What follows belongs to an exercise in optimizing a design on an open flow for small area; a production flow would make more cautious choices. Function not checked in this run: the RTL went through the layout flow alone. Power and IR drop assume default switching activity.

**flow/config.mk**
```make
export PLATFORM = sky130hd
export DESIGN_NAME = canicas_core
export DESIGN_NICKNAME = canicas_core
export VERILOG_FILES = /design/flow/design.v
export SDC_FILE = /design/flow/constraint.sdc
export NUM_CORES = 4
export LEC_CHECK = 0
export CAP_MARGIN = 20
export CORE_MARGIN = 2
export CORE_UTILIZATION = 40
export SLEW_MARGIN = 20
```
**flow/constraint.sdc**
```tcl
create_clock -name core_clock -period 120.0 [get_ports {clk}]
set_input_delay 24.0000 -clock core_clock [delete_from_list [all_inputs] [get_ports {clk}]]
set_output_delay 24.0000 -clock core_clock [all_outputs]
set_load 0.01 [all_outputs]
```
**flow/design.v**
```verilog
module canicas_core (
    input  wire        clk,
    input  wire        rst,           
    input  wire        init_ok,       
    input  wire        tick,          
    input  wire        rx_valid,      
    input  wire [7:0]  rx_data,
    input  wire        estop_in,      
    output reg         rx_arm,        
    output reg  [3:0]  coil_h,
    output reg  [3:0]  coil_vl,
    output reg  [3:0]  coil_vr,
    output reg  [11:0] servo_pulse
);
    localparam integer C           = 16;
    localparam integer SAFE_ANGLE  = 90;
    localparam [11:0]  SAFE_PULSE  = 12'd500 + (SAFE_ANGLE * 2000) / 270;
    reg        [7:0]  frame_buf [0:C-1];
    reg        [3:0]  idx;
    reg               cmd_ready;
    reg               halted;
    reg               estop_prev;
    reg signed [31:0] rem_h, rem_vl, rem_vr;
    reg        [2:0]  ph_h, ph_vl, ph_vr;
    function [3:0] pattern;
        input [2:0] p;
        begin
            case (p)
                3'd0: pattern = 4'b1000;
                3'd1: pattern = 4'b1100;
                3'd2: pattern = 4'b0100;
                3'd3: pattern = 4'b0110;
                3'd4: pattern = 4'b0010;
                3'd5: pattern = 4'b0011;
                3'd6: pattern = 4'b0001;
                default: pattern = 4'b1001;
            endcase
        end
    endfunction
    function [11:0] angle_to_pulse;
        input [31:0] angle;
        reg   [8:0]  a;
        reg   [19:0] prod;
        begin
            a = (angle > 32'd270) ? 9'd270 : angle[8:0];
            prod = a * 20'd2000;
            angle_to_pulse = 12'd500 + prod / 20'd270;
        end
    endfunction
    localparam [1:0] P_WS = 2'd0, P_NUM = 2'd1, P_END = 2'd2;
    reg        [4:0]  frame_len;       
    reg               found_zero;
    reg        [7:0]  code;
    reg        [1:0]  pstate;
    reg               neg;
    reg        [31:0] acc;             
    reg        [35:0] acc_next;
    reg        [7:0]  b;
    reg signed [31:0] arg_val;
    integer           i;
    always @* begin
        frame_len  = C;
        found_zero = 1'b0;
        for (i = 0; i < C; i = i + 1) begin
            if (!found_zero && frame_buf[i] == 8'h00) begin
                frame_len  = i;
                found_zero = 1'b1;
            end
        end
        code = (frame_len == 0) ? 8'h00 : (frame_buf[0] & 8'hDF);
        pstate   = P_WS;
        neg      = 1'b0;
        acc      = 32'd0;
        acc_next = 36'd0;
        b        = 8'h00;
        for (i = 1; i < C; i = i + 1) begin
            if (i < frame_len) begin
                b = frame_buf[i];
                case (pstate)
                    P_WS: begin
                        if (b == 8'h09 || b == 8'h0A || b == 8'h0B || b == 8'h0C ||
                            b == 8'h0D || b == 8'h20) begin
                            pstate = P_WS;
                        end else if (b == 8'h2D) begin
                            neg    = 1'b1;
                            pstate = P_NUM;
                        end else if (b == 8'h2B) begin
                            pstate = P_NUM;
                        end else if (b >= 8'h30 && b <= 8'h39) begin
                            acc    = {28'd0, b[3:0]};
                            pstate = P_NUM;
                        end else begin
                            pstate = P_END;
                        end
                    end
                    P_NUM: begin
                        if (b >= 8'h30 && b <= 8'h39) begin
                            acc_next = acc * 36'd10 + b[3:0];
                            if (acc_next > 36'h0_8000_0000)
                                acc = 32'h8000_0001;
                            else
                                acc = acc_next[31:0];
                        end else begin
                            pstate = P_END;
                        end
                    end
                    default: pstate = P_END;
                endcase
            end
        end
        if (neg)
            arg_val = (acc >= 32'h8000_0000) ? 32'sh8000_0000 : -$signed(acc);
        else
            arg_val = (acc >= 32'h8000_0000) ? 32'sh7FFF_FFFF : $signed(acc);
    end
    function [34:0] step_axis;             
        input signed [31:0] r;
        input        [2:0]  p;
        input               mirror;
        reg                 fwd;
        begin
            if (r == 32'sd0) begin
                step_axis = {r, p};
            end else begin
                fwd = (r[31] == 1'b0) ^ mirror;
                step_axis = {(r[31] ? r + 32'sd1 : r - 32'sd1),
                             (fwd ? p + 3'd1 : p - 3'd1)};
            end
        end
    endfunction
    wire estop_edge = estop_in & ~estop_prev;
    reg signed [31:0] rem_h_n, rem_vl_n, rem_vr_n;
    reg        [2:0]  ph_h_n, ph_vl_n, ph_vr_n;
    reg        [11:0] servo_n;
    reg               step_h, step_vl, step_vr;
    always @* begin
        rem_h_n  = rem_h;
        rem_vl_n = rem_vl;
        rem_vr_n = rem_vr;
        ph_h_n   = ph_h;
        ph_vl_n  = ph_vl;
        ph_vr_n  = ph_vr;
        servo_n  = servo_pulse;
        step_h   = 1'b0;
        step_vl  = 1'b0;
        step_vr  = 1'b0;
        if (estop_edge) begin
            rem_h_n  = 32'sd0;
            rem_vl_n = 32'sd0;
            rem_vr_n = 32'sd0;
            servo_n  = SAFE_PULSE;
        end
        if (tick) begin
            step_h  = (rem_h_n  != 32'sd0);
            step_vl = (rem_vl_n != 32'sd0);
            step_vr = (rem_vr_n != 32'sd0);
            {rem_h_n,  ph_h_n}  = step_axis(rem_h_n,  ph_h,  1'b0);
            {rem_vl_n, ph_vl_n} = step_axis(rem_vl_n, ph_vl, 1'b0);
            {rem_vr_n, ph_vr_n} = step_axis(rem_vr_n, ph_vr, 1'b1);
        end
        if (cmd_ready) begin
            case (code)
                8'h48: rem_h_n = arg_val;                            
                8'h56: begin rem_vl_n = arg_val; rem_vr_n = arg_val; end   
                8'h53: servo_n = angle_to_pulse(arg_val);            
                default: ;                                           
            endcase
        end
    end
    always @(posedge clk) begin
        if (rst) begin
            halted      <= ~init_ok;
            estop_prev  <= estop_in;
            idx         <= 4'd0;
            cmd_ready   <= 1'b0;
            rx_arm      <= 1'b0;
            rem_h       <= 32'sd0;
            rem_vl      <= 32'sd0;
            rem_vr      <= 32'sd0;
            ph_h        <= 3'd0;
            ph_vl       <= 3'd0;
            ph_vr       <= 3'd0;
            coil_h      <= 4'b0000;
            coil_vl     <= 4'b0000;
            coil_vr     <= 4'b0000;
            servo_pulse <= SAFE_PULSE;
        end else if (!halted) begin
            estop_prev  <= estop_in;
            rem_h       <= rem_h_n;
            rem_vl      <= rem_vl_n;
            rem_vr      <= rem_vr_n;
            ph_h        <= ph_h_n;
            ph_vl       <= ph_vl_n;
            ph_vr       <= ph_vr_n;
            servo_pulse <= servo_n;
            if (step_h)  coil_h  <= pattern(ph_h_n);
            if (step_vl) coil_vl <= pattern(ph_vl_n);
            if (step_vr) coil_vr <= pattern(ph_vr_n);
            cmd_ready <= 1'b0;
            rx_arm    <= rx_valid;
            if (rx_valid) begin
                if (rx_data == 8'h0A) begin
                    idx       <= 4'd0;
                    cmd_ready <= 1'b1;
                end else if (rx_data != 8'h0D) begin
                    idx <= (idx == C - 1) ? 4'd0 : idx + 4'd1;
                end
            end
        end
    end
    always @(posedge clk) begin
        if (!rst && !halted && rx_valid && rx_data != 8'h0D)
            frame_buf[idx] <= (rx_data == 8'h0A) ? 8'h00 : rx_data;
    end
endmodule
```
**flow/run.sh**
```bash
#!/bin/bash
# synth_recipe.tcl (not shown) runs the flow's synth.tcl, then flattens the netlist and writes it again
# the make line also repeats each setting of config.mk as NAME=value (left out here)
make -C /OpenROAD-flow-scripts/flow DESIGN_CONFIG=/design/flow/config.mk WORK_HOME=/design/flow/orfs CLKGATE_MAP_FILE= SYNTH_SCRIPT=/design/flow/synth_recipe.tcl finish
```
==> run summary <==
Synth Flop Type - dfxtp_1
Mapped Cells - 9076
Pre-Repair DR Iteration Count - 8
CTS H-Tree Depth - 1
Post CTS Setup Buffer Count - 0
Pins Over Slew Limit - 0
Antenna violations before repair - 6
Number of synthesized flops with an enable pin - 130
Worst Setup End Kind - flip-flop
Crit path top cell by count - ha_1
Final GP Congestion - 0.9699
R2r endpoint - servo_pulse[8]$_SDFFE_PP0N_
Die area - 168900 um^2
Slew headroom - 16.09%
TritonCTS clock tree - yes
Post-synth top area cell - ha_1
WP depth - 302
Post-CTS Resized - 0
Initial Utilization - 40.21%
Asr flop ratio synth - 0%
Utilization after layout - 42.51%
FF-to-FF setup slack - 27.25 ns
IO Count - 39
Req. time, crit path - 120.46 ns
Synthesized flop and latch total - 265
Startpoint types - flip-flop
Status - timing/DRC/antenna clean
N_diodes - 0
Setup TNS - 0 ns
Layout Nets - 9837
Routed WL per cell - 21.85 um
Via count - 71651
Total GRT Usage - 27.42%
Crit path DAT - 93.21 ns
Bufs and invs on worst path - 15
Initial DRC Count - 7382
P_leak - 30.13 nW
P per Cell Area - 8.452 nW/um^2
DPL Wire Length - 195.9 mm
Worst setup endpoint - servo_pulse[8]$_SDFFE_PP0N_
Post-route ant nets - 0
IR drop worst, VDD - 0.01501 mV
Die height - 411.0 um
First-pass GRT wire length - 380.1 mm
Critical path origin - frame_buf[1][5]$_DFFE_PP_
Worst-path fanout max - 23
Seq/Total Area, Yosys - 9.970%
Endpoints failing setup - 0
Routed WL - 243.4 mm
Max_cap viols - 0
Worst r2r src - frame_buf[1][5]$_DFFE_PP_
CTS Buffer Depth - 3
Final hold violations - 0
Die X - 411.0 um
Share of the synthesized area in the top cell type - 15.84%
Period utilization - 77.29%
Core area - 164800 um^2
Synth unique cells - 137
Vias in the first global route - 66993
Largest net degree at the start of global routing - 74
Fin crit period - 92.75 ns
Total grt overflow - 0
Slew @ Worst Pin - 1.249 ns
Clock Skew - 0.01419 ns
CP max stage delay - 0.93 ns
Residual DRC - 0
Netlist Area Pre-Place - 66260 um^2
IO buf count - 38
Layout cells sized above 1 - 4.727%
CTS root buffer - clkbuf_16
DR vias/cell - 6.434
Clock Sinks - 265
Fmax - 0.01078 GHz
Clock latency (worst-skew pair) - 0.59 ns
Reg2Reg Depth - 302
YS warnings - 1
Num rows - 149
WS Path Type - flip-flop to flip-flop
P&R area growth vs syn - 5.729%
Top cells by area, synth - ha_1 16%, xnor2_1 5.9%, edfxtp_1 5.9%, a21oi_1 4.9%, nand2_1 4.7%
Syn Area/Cell - 7.301 um^2
Hold WC Path Type - flip-flop to flip-flop
Fillcell total - 17172
Clk slew on worst S/H paths - 0.06 ns
Slowest CP cell - nor4b_1
RSZ-0062 raised after global routing - no
Critical path's top delay family - compound AO/OA/AOI/OAI gates
Post-CTS Hold Fix Bufs - 0
Total CTS buffers - 30
==> worst reg2reg max path, delay by kind of cell, from the launching register on <==
kind / cells / cell delay [ns]
AOI/OAI and AO/OA: 127 / 39.81
muxes: 3 / 1.23
buffers and inverters: 15 / 2.34
and+or+nand+nor: 96 / 30.07
adders and majority gates: 43 / 14.43
xor gates and xnor gates: 18 / 4.33
DFF: 1 / 0.40
==> where the power goes <==
group          switching (mW)  total [mW]  internal [mW]
clock                  0.0415       0.103         0.0616
sequential            0.00711       0.117          0.110
combinational           0.207       0.372          0.165
==> registers in the layout (all words and copies together) (netlist names) <==
signal       count
cmd_ready        1
coil_h           4
coil_vl          4
coil_vr          4
estop_prev       1
frame_buf      128
halted           1
idx              4
ph_h             3
ph_vl            3
ph_vr            3
rem_h           32
rem_vl          32
rem_vr          32
rx_arm           1
servo_pulse     12
==> cells in the final DEF (no fill, tap or decap), types with 75 or more instances in the layout <==
| master | count |
|---|---|
| ha_1 | 839 |
| nand2_1 | 822 |
| nor2_1 | 785 |
| a21oi_1 | 644 |
| xnor2_1 | 448 |
| o21ai_0 | 429 |
| inv_1 | 378 |
| nand3_1 | 305 |
| nor3_1 | 305 |
| xor2_1 | 259 |
| and2_1 | 213 |
| nor4_1 | 181 |
| a21o_1 | 176 |
| o21a_1 | 161 |
| a211oi_1 | 144 |
| dfxtp_1 | 135 |
| o211ai_1 | 131 |
| edfxtp_1 | 130 |
| nand4_1 | 120 |
| a31oi_1 | 118 |
| nand2b_1 | 113 |
| and3_1 | 106 |
| buf_4 | 99 |
| or3_1 | 95 |
| o21bai_1 | 89 |
| nor2b_1 | 88 |
| o31ai_1 | 75 |
==> worst min-delay path by stage <==
stage                                  startpoint                      end  cells after the start
after global routing        rem_h[0]$_SDFFE_PP0N_    rem_h[0]$_SDFFE_PP0N_                      2
final                     rem_vl[21]$_SDFFE_PP0N_  rem_vl[21]$_SDFFE_PP0N_                      2
after global placement    rem_vl[24]$_SDFFE_PP0N_  rem_vl[24]$_SDFFE_PP0N_                      2
after detailed placement  rem_vl[21]$_SDFFE_PP0N_  rem_vl[21]$_SDFFE_PP0N_                      2
after floorplan             rem_h[0]$_SDFFE_PP0N_    rem_h[0]$_SDFFE_PP0N_                      2
after CTS                 rem_vl[21]$_SDFFE_PP0N_  rem_vl[21]$_SDFFE_PP0N_                      2
==> cells by family (layout without fill, tap and decap cells) <==
family	after synthesis	count (layout)	share of synthesized area, %
fa+ha+maj	902	902	17.70
simple gates	3523	3523	27.22
buf+inv	711	580	4.139
xor+xnor	707	707	9.345
mux	81	81	1.267
other cells	1	4	0.005659
flops	265	265	9.970
compound gates	2886	2886	30.35
==> metal layers <==
layer  vias to the layer above  track usage, %  part of all wire (%)
met1                     34168           39.05                    46
met5                         -               0                 0.031
li1                      34210               -                     -
met4                        12           6.878                   2.7
met3                       395           3.253                   7.9
met2                      2866           43.59                    43
==> synth_stat cells, types with 130 or more instances <==
cell and number:
dfxtp_1 135, nand2_1 822, edfxtp_1 130, clkbuf_1 264
a211oi_1 146, o21a_1 161, nor3_1 305, o211ai_1 131
a21o_1 176, a21oi_1 644, nand3_1 306, and2_1 213
nor4_1 181, nor2_1 785, ha_1 839, o21ai_0 431
xnor2_1 448, xor2_1 259, inv_1 378
==> through the flow <==
step                cell area, um^2  total power, mW  hold slack [ns]  instances  setup WS [ns]
detailed placement            68930           0.4826           0.4339      11080          29.32
global placement              68920           0.4775           0.4263      11080          30.84
floorplan                     66270           0.4157           0.4166       9079          43.32
global route                  70060           0.6437           0.4590      11137          20.17
CTS                           70030           0.5902           0.4474      11136          28.94
finish                        70060           0.5921           0.4439      11137          27.25
==> cell type report <==
class                      instances  area, um^2  area share, %
tap                             2189        2739          3.909
inverter                         386        1449          2.068
timing repair buffer             138        1139          1.625
multi-input combinational       8103       57030          81.41
clock buffer                      35       810.8          1.157
sequential                       265        6606          9.430
clock inverter                    21       284.0         0.4054

afterwards: timing with drivers on the ports:
In the flow no input, the clock included, has a driving cell. The finished layout below was timed again as built, in two steps. Step 1: set_driving_cell puts a clkbuf_16 on clk and a buf_2 on each other input, an assumption about the parent block. Step 2, shift: input delay + t, output delay - t, t = (earliest + latest rising clock arrival at the registers) / 2. This alone moves slack from input paths to output paths. Slacks: ideal ports / drivers / drivers and shift; pairs: ideal ports / drivers.
t, ns: 0.647
slack for setup (ns): 27.252 / 27.252 / 27.252
worst hold slack (ns): 0.444 / 0.444 / 0.444
latest minus earliest clock arrival (ns): 0.014 / 0.014
After both steps this run still meets setup and hold. The setup slack of this run moves by 0.000 ns with the drivers and by 0.000 ns with both steps.
